This design comes from an exercise in tuning for small area and few clock cycles on the open sky130 flow, not from production work. The RTL was checked by simulation tests, not by an equivalence proof against the original design. Power figures rest on the tool's default switching activity, not on a simulated workload.

// framer_tx
module framer_tx (
    input  wire        clk,
    input  wire        rst,
    input  wire        seq_reset,
    input  wire        cmd_valid,
    output wire        cmd_ready,
    input  wire [2:0]  cmd_version,
    input  wire        cmd_packet_type,
    input  wire        cmd_sec_hdr_flag,
    input  wire [15:0] cmd_apid,
    input  wire [1:0]  cmd_seq_flags,
    input  wire [47:0] cmd_timing_info,
    input  wire [7:0]  cmd_segment_number,
    input  wire [7:0]  cmd_function_code,
    input  wire [15:0] cmd_address_code,
    input  wire [16:0] cmd_payload_len,
    input  wire        cmd_include_sync,
    input  wire        pl_valid,
    output wire        pl_ready,
    input  wire [7:0]  pl_byte,
    output reg         out_valid,
    input  wire        out_ready,
    output reg  [7:0]  out_byte,
    output wire        out_last,
    output reg         err_valid
);
Size in the first run: ~660 cells after synthesis, roughly 4700 um^2 of cells after synthesis.
clock: 5.0 ns
lec_check: 0
cap_margin: 20
core_margin: 2
core_utilization: 40
slew_margin: 20
standard.sh (not shown) runs the stock make flow with config.mk's settings and CLKGATE_MAP_FILE= SYNTH_SCRIPT=/design/flow/synth_recipe.tcl, a recipe that flattens the netlist after the stock synthesis.
==> flow/flow/run.sh <==
#!/bin/bash
# Standard synthesis, then an area re-mapping of its combinational logic
# (registers untouched: same cells, same names), then the standard layout
# with buf_1 port buffers and a small CTS without dummy loads.
set -uo pipefail
RES=orfs/results/${FLOW_PLATFORM}/framer_tx/base
LIB=${FLOW_HOME}/platforms/${FLOW_PLATFORM}/lib/sky130_fd_sc_hd__tt_025C_1v80.lib

bash standard.sh synth > synth.log 2>&1 || exit 1

cp $RES/1_2_yosys.v 1_2_yosys.std.v
sed "s#@LIB@#${LIB}#g" flow/reopt.ys > reopt.ys
if yosys -s reopt.ys > reopt.log 2>&1 && [ -s 1_2_yosys.reopt.v ]; then
  cp 1_2_yosys.reopt.v $RES/1_2_yosys.v
  touch $RES/1_2_yosys.v
fi

export BUFFER_PORTS_ARGS="-buffer_cell sky130_fd_sc_hd__buf_1"
export CTS_ARGS="-sink_clustering_enable -repair_clock_nets -dont_use_dummy_load -buf_list sky130_fd_sc_hd__clkbuf_8 -root_buf sky130_fd_sc_hd__clkbuf_8 -sink_clustering_size 30 -sink_clustering_max_diameter 150"
bash standard.sh > standard.log 2>&1
==> flow/flow/abc.constr <==
set_driving_cell sky130_fd_sc_hd__buf_1
set_load 10.0
==> flow/flow/deep.abc <==
strash
&get -n
&deepsyn -T 60
&put
dch -f
amap
topo
stime -c
buffer -c
upsize -c
dnsize -c
==> flow/flow/reopt.ys <==
# re-map the combinational logic of the standard synthesis for area;
# the registers stay the same cells with the same names
read_liberty -ignore_miss_func @LIB@
read_verilog 1_2_yosys.std.v
hierarchy -top framer_tx
setattr -mod -set keep_hierarchy 1 sky130_fd_sc_hd__dfxtp_* sky130_fd_sc_hd__edfxtp_*
flatten
blackbox sky130_fd_sc_hd__dfxtp_* sky130_fd_sc_hd__edfxtp_*
opt -purge
abc -D 5000 -constr flow/abc.constr -script flow/deep.abc -liberty @LIB@ -dont_use *probe* -dont_use *lpflow*
setundef -zero
opt_clean -purge
hilomap -singleton -hicell sky130_fd_sc_hd__conb_1 HI -locell sky130_fd_sc_hd__conb_1 LO
insbuf -buf sky130_fd_sc_hd__buf_4 A X
opt_clean -purge
hierarchy -top framer_tx
tee -o reopt_stat.txt stat -liberty @LIB@
write_verilog -noattr -nohex -nodec 1_2_yosys.reopt.v
Testbench counts at the start, summed over its fixed seeds: cycles 39,187.
Next try:
--- a/flow/flow/run.sh
+++ b/flow/flow/run.sh
@@ -19 +19 @@
-export CTS_ARGS="-sink_clustering_enable -repair_clock_nets -dont_use_dummy_load -buf_list sky130_fd_sc_hd__clkbuf_8 -root_buf sky130_fd_sc_hd__clkbuf_8 -sink_clustering_size 30 -sink_clustering_max_diameter 150"
+export CTS_ARGS="-sink_clustering_enable -repair_clock_nets -dont_use_dummy_load -buf_list sky130_fd_sc_hd__clkbuf_4 -root_buf sky130_fd_sc_hd__clkbuf_8 -tree_buf sky130_fd_sc_hd__clkbuf_4"
- CORE_UTILIZATION: 40 -> 60
What happened:
- sequential cell count does not change
- area after synthesis is unchanged
- routed wire length shrinks by 4.6%
- synthesized cell count does not change
- design area came out lower by about 2%
- sequential power is about the same
- power hardly moves

Starting RTL as in the previous note.
==> flow/design.v (excerpt) <==
module framer_tx (
    input  wire        clk,
    input  wire        rst,
    input  wire        seq_reset,
    input  wire        cmd_valid,
    output wire        cmd_ready,
    input  wire [2:0]  cmd_version,
    input  wire        cmd_packet_type,
    input  wire        cmd_sec_hdr_flag,
    input  wire [15:0] cmd_apid,
    input  wire [1:0]  cmd_seq_flags,
    input  wire [47:0] cmd_timing_info,
    input  wire [7:0]  cmd_segment_number,
    input  wire [7:0]  cmd_function_code,
    input  wire [15:0] cmd_address_code,
    input  wire [16:0] cmd_payload_len,
    input  wire        cmd_include_sync,
    input  wire        pl_valid,
    output wire        pl_ready,
    input  wire [7:0]  pl_byte,
    output reg         out_valid,
    input  wire        out_ready,
    output reg  [7:0]  out_byte,
    output wire        out_last,
    output reg         err_valid
);
    localparam [1:0] S_START = 2'd0;    
    localparam [1:0] S_MARK1 = 2'd1;    
    localparam [1:0] S_HDR   = 2'd2;    
    localparam [1:0] S_BODY  = 2'd3;    
    reg [1:0]  state;
    reg [13:0] seq_cnt;
    reg [15:0] cnt;
    reg [31:0] crc;
    wire too_big = (cmd_payload_len > 17'd65521);
    wire [15:0] data_length = cmd_payload_len[15:0] + 16'd13;
    reg [7:0] hdr_byte;
    always @* begin
        case (cnt[3:0])
            4'd9:  hdr_byte = {cmd_version, cmd_packet_type, cmd_sec_hdr_flag, cmd_apid[10:8]};
            4'd8:  hdr_byte = cmd_apid[7:0];
            4'd7:  hdr_byte = {cmd_seq_flags, seq_cnt[13:8]};
            4'd6:  hdr_byte = seq_cnt[7:0];
            4'd5:  hdr_byte = data_length[15:8];
            4'd4:  hdr_byte = data_length[7:0];
            4'd3:  hdr_byte = cmd_timing_info[47:40];
            4'd2:  hdr_byte = cmd_timing_info[39:32];
            4'd1:  hdr_byte = cmd_timing_info[31:24];
            4'd0:  hdr_byte = cmd_timing_info[23:16];
            4'd15: hdr_byte = cmd_timing_info[15:8];
  ...
clock: 5.0 ns
lec_check: 0
cap_margin: 20
core_margin: 2
core_utilization: 60
slew_margin: 20
==> flow/flow/run.sh <==
#!/bin/bash
# Standard synthesis; then its combinational logic is re-mapped for area
# (registers untouched: same cells, same names) in a few rounds of ABC
# deepsyn runs with different seeds, keeping the smallest netlist; then the
# standard layout with buf_1 port buffers and a small CTS without dummy loads.
set -uo pipefail
RES=orfs/results/${FLOW_PLATFORM}/framer_tx/base
LIB=${FLOW_HOME}/platforms/${FLOW_PLATFORM}/lib/sky130_fd_sc_hd__tt_025C_1v80.lib
NJ=${NUM_CORES:-4}
ROUNDS=3
T=120

bash standard.sh synth > synth.log 2>&1 || exit 1
cp $RES/1_2_yosys.v 1_2_yosys.std.v

area() { grep "Chip area for module" "$1" | awk '{print $NF}'; }
mkdir -p reopt
best=1_2_yosys.std.v
best_area=999999999
seed=1
for r in $(seq 1 $ROUNDS); do
  for j in $(seq 1 $NJ); do
    o=reopt/r${r}_s${seed}
    sed "s#@T@#$T#; s#@S@#$seed#" flow/deep.abc > $o.abc
    sed "s#@LIB@#${LIB}#g; s#@IN@#$best#; s#@ABC@#$o.abc#; s#@OUT@#$o#g" flow/reopt.ys > $o.ys
    (yosys -s $o.ys > $o.log 2>&1) &
    seed=$((seed + 1))
  done
  wait
  for s in reopt/r${r}_s*.stat; do
    o=${s%.stat}
    a=$(area $s)
    [ -n "$a" ] && [ -s $o.v ] || continue
    echo "round $r $o area $a" >> reopt.log
    if awk -v a="$a" -v b="$best_area" 'BEGIN{exit !(a < b)}'; then
      best=$o.v; best_area=$a
    fi
  done
  echo "round $r best $best $best_area" >> reopt.log
done

if [ "$best" != 1_2_yosys.std.v ]; then
  cp $best 1_2_yosys.reopt.v
  cp 1_2_yosys.reopt.v $RES/1_2_yosys.v
  touch $RES/1_2_yosys.v
fi

export BUFFER_PORTS_ARGS="-buffer_cell sky130_fd_sc_hd__buf_1"
export CTS_ARGS="-sink_clustering_enable -repair_clock_nets -dont_use_dummy_load -buf_list sky130_fd_sc_hd__clkbuf_4 -root_buf sky130_fd_sc_hd__clkbuf_8"
bash standard.sh > standard.log 2>&1
==> flow/flow/deep.abc <==
strash
&get -n
&deepsyn -T @T@ -S @S@
&put
dch -f
amap
topo
stime -c
buffer -c -G 600 -S 200
upsize -c
dnsize -c
==> flow/flow/reopt.ys <==
# re-map the combinational logic of a netlist for area; the registers
# stay the same cells with the same names
read_liberty -ignore_miss_func @LIB@
read_verilog @IN@
hierarchy -top framer_tx
setattr -mod -set keep_hierarchy 1 sky130_fd_sc_hd__dfxtp_* sky130_fd_sc_hd__edfxtp_*
flatten
blackbox sky130_fd_sc_hd__dfxtp_* sky130_fd_sc_hd__edfxtp_*
opt -purge
abc -D 5000 -constr flow/abc.constr -script @ABC@ -liberty @LIB@ -dont_use *probe* -dont_use *lpflow*
setundef -zero
opt_clean -purge
hilomap -singleton -hicell sky130_fd_sc_hd__conb_1 HI -locell sky130_fd_sc_hd__conb_1 LO
insbuf -buf sky130_fd_sc_hd__buf_4 A X
opt_clean -purge
hierarchy -top framer_tx
tee -o @OUT@.stat stat -liberty @LIB@
write_verilog -noattr -nohex -nodec @OUT@.v
Scripts as last shown in full above: flow/flow/abc.constr
The starting point went through all stages and came out clean.
Testbench counts at the start, summed over its fixed seeds: cycles 39,187.
Change:
==> flow/flow/run.sh (replaced) <==
#!/bin/bash
# Standard synthesis, then an area re-mapping of its combinational logic
# (registers untouched: same cells, same names), then the standard layout
# with buf_1 port buffers and a small CTS without dummy loads.
set -uo pipefail
RES=orfs/results/${FLOW_PLATFORM}/framer_tx/base
LIB=${FLOW_HOME}/platforms/${FLOW_PLATFORM}/lib/sky130_fd_sc_hd__tt_025C_1v80.lib

bash standard.sh synth > synth.log 2>&1 || exit 1

cp $RES/1_2_yosys.v 1_2_yosys.std.v
sed "s#@LIB@#${LIB}#g" flow/reopt.ys > reopt.ys
if yosys -s reopt.ys > reopt.log 2>&1 && [ -s 1_2_yosys.reopt.v ]; then
  cp 1_2_yosys.reopt.v $RES/1_2_yosys.v
  touch $RES/1_2_yosys.v
fi

export BUFFER_PORTS_ARGS="-buffer_cell sky130_fd_sc_hd__buf_1"
export CTS_ARGS="-sink_clustering_enable -repair_clock_nets -dont_use_dummy_load -buf_list sky130_fd_sc_hd__clkbuf_4 -root_buf sky130_fd_sc_hd__clkbuf_8"
bash standard.sh > standard.log 2>&1
==> flow/flow/deep.abc (replaced) <==
strash
&get -n
&deepsyn -T 60
&put
dch -f
amap
==> flow/flow/reopt.ys (replaced) <==
# re-map the combinational logic of the standard synthesis for area;
# the registers stay the same cells with the same names
read_liberty -ignore_miss_func @LIB@
read_verilog 1_2_yosys.std.v
hierarchy -top framer_tx
setattr -mod -set keep_hierarchy 1 sky130_fd_sc_hd__dfxtp_* sky130_fd_sc_hd__edfxtp_*
flatten
blackbox sky130_fd_sc_hd__dfxtp_* sky130_fd_sc_hd__edfxtp_*
opt -purge
abc -script flow/deep.abc -liberty @LIB@ -dont_use *probe* -dont_use *lpflow*
setundef -zero
opt_clean -purge
hilomap -singleton -hicell sky130_fd_sc_hd__conb_1 HI -locell sky130_fd_sc_hd__conb_1 LO
insbuf -buf sky130_fd_sc_hd__buf_4 A X
opt_clean -purge
hierarchy -top framer_tx
tee -o reopt_stat.txt stat -liberty @LIB@
write_verilog -noattr -nohex -nodec 1_2_yosys.reopt.v
--- a/flow/config.mk
+++ b/flow/config.mk
@@ -9,3 +9,4 @@
 export CORE_MARGIN = 2
-export CORE_UTILIZATION = 60
+export CORE_UTILIZATION = 40
+export GPL_TIMING_DRIVEN = 0
 export SLEW_MARGIN = 20
removed: flow/flow/abc.constr
What happened: The new run finished clean; global-route usage came out lower by 10 points; final area came out higher by 2.8%; cell count came out higher by 2.3%; count of clock-buffer cells in the layout is unchanged; via count came out higher by 0.90%; maximum frequency is about the same; sequential cell count does not change; synthesized area came out lower by 4.7%; setup slack improves by 6.3 ps; wire length came out higher by 6.7%.

==> afterwards: timing with drivers on the ports <==
No port has a modelled driver above. Below, the same layouts with a new extraction and two added sets of constraints.
Step 1 assumes that a clkbuf_16 drives the clock port and a buf_2 every other input.
Step 2 also shifts input and output timing later by t, the mid clock arrival at the registers, as if the neighbouring blocks saw the same clock.
a / b / c = no drivers / after step 1 / after step 2; a / b = the first two.
| run | shift t [ns] | setup slack, ns | worst hold slack (ns) |
|---|---|---|---|
| the first run of note 1 | 0.374 | 0.492 / 0.464 / 0.215 | 0.461 / 0.461 / 0.461 |
| the second run of note 1 | 0.380 | 0.465 / 0.438 / 0.092 | 0.466 / 0.466 / 0.466 |
| the first run of note 2 | 0.379 | 0.248 / 0.224 / -0.079 | 0.476 / 0.476 / 0.476 |
| the second run of note 2 | 0.366 | 0.254 / 0.231 / -0.095 | 0.471 / 0.471 / 0.471 |
With both steps, setup timing fails in the first run of note 2 and the second run of note 2, where it was met with ideal ports. The setup slack of the second run of note 1, which loses most, moves by -0.027 ns with the drivers and by -0.373 ns with both steps.
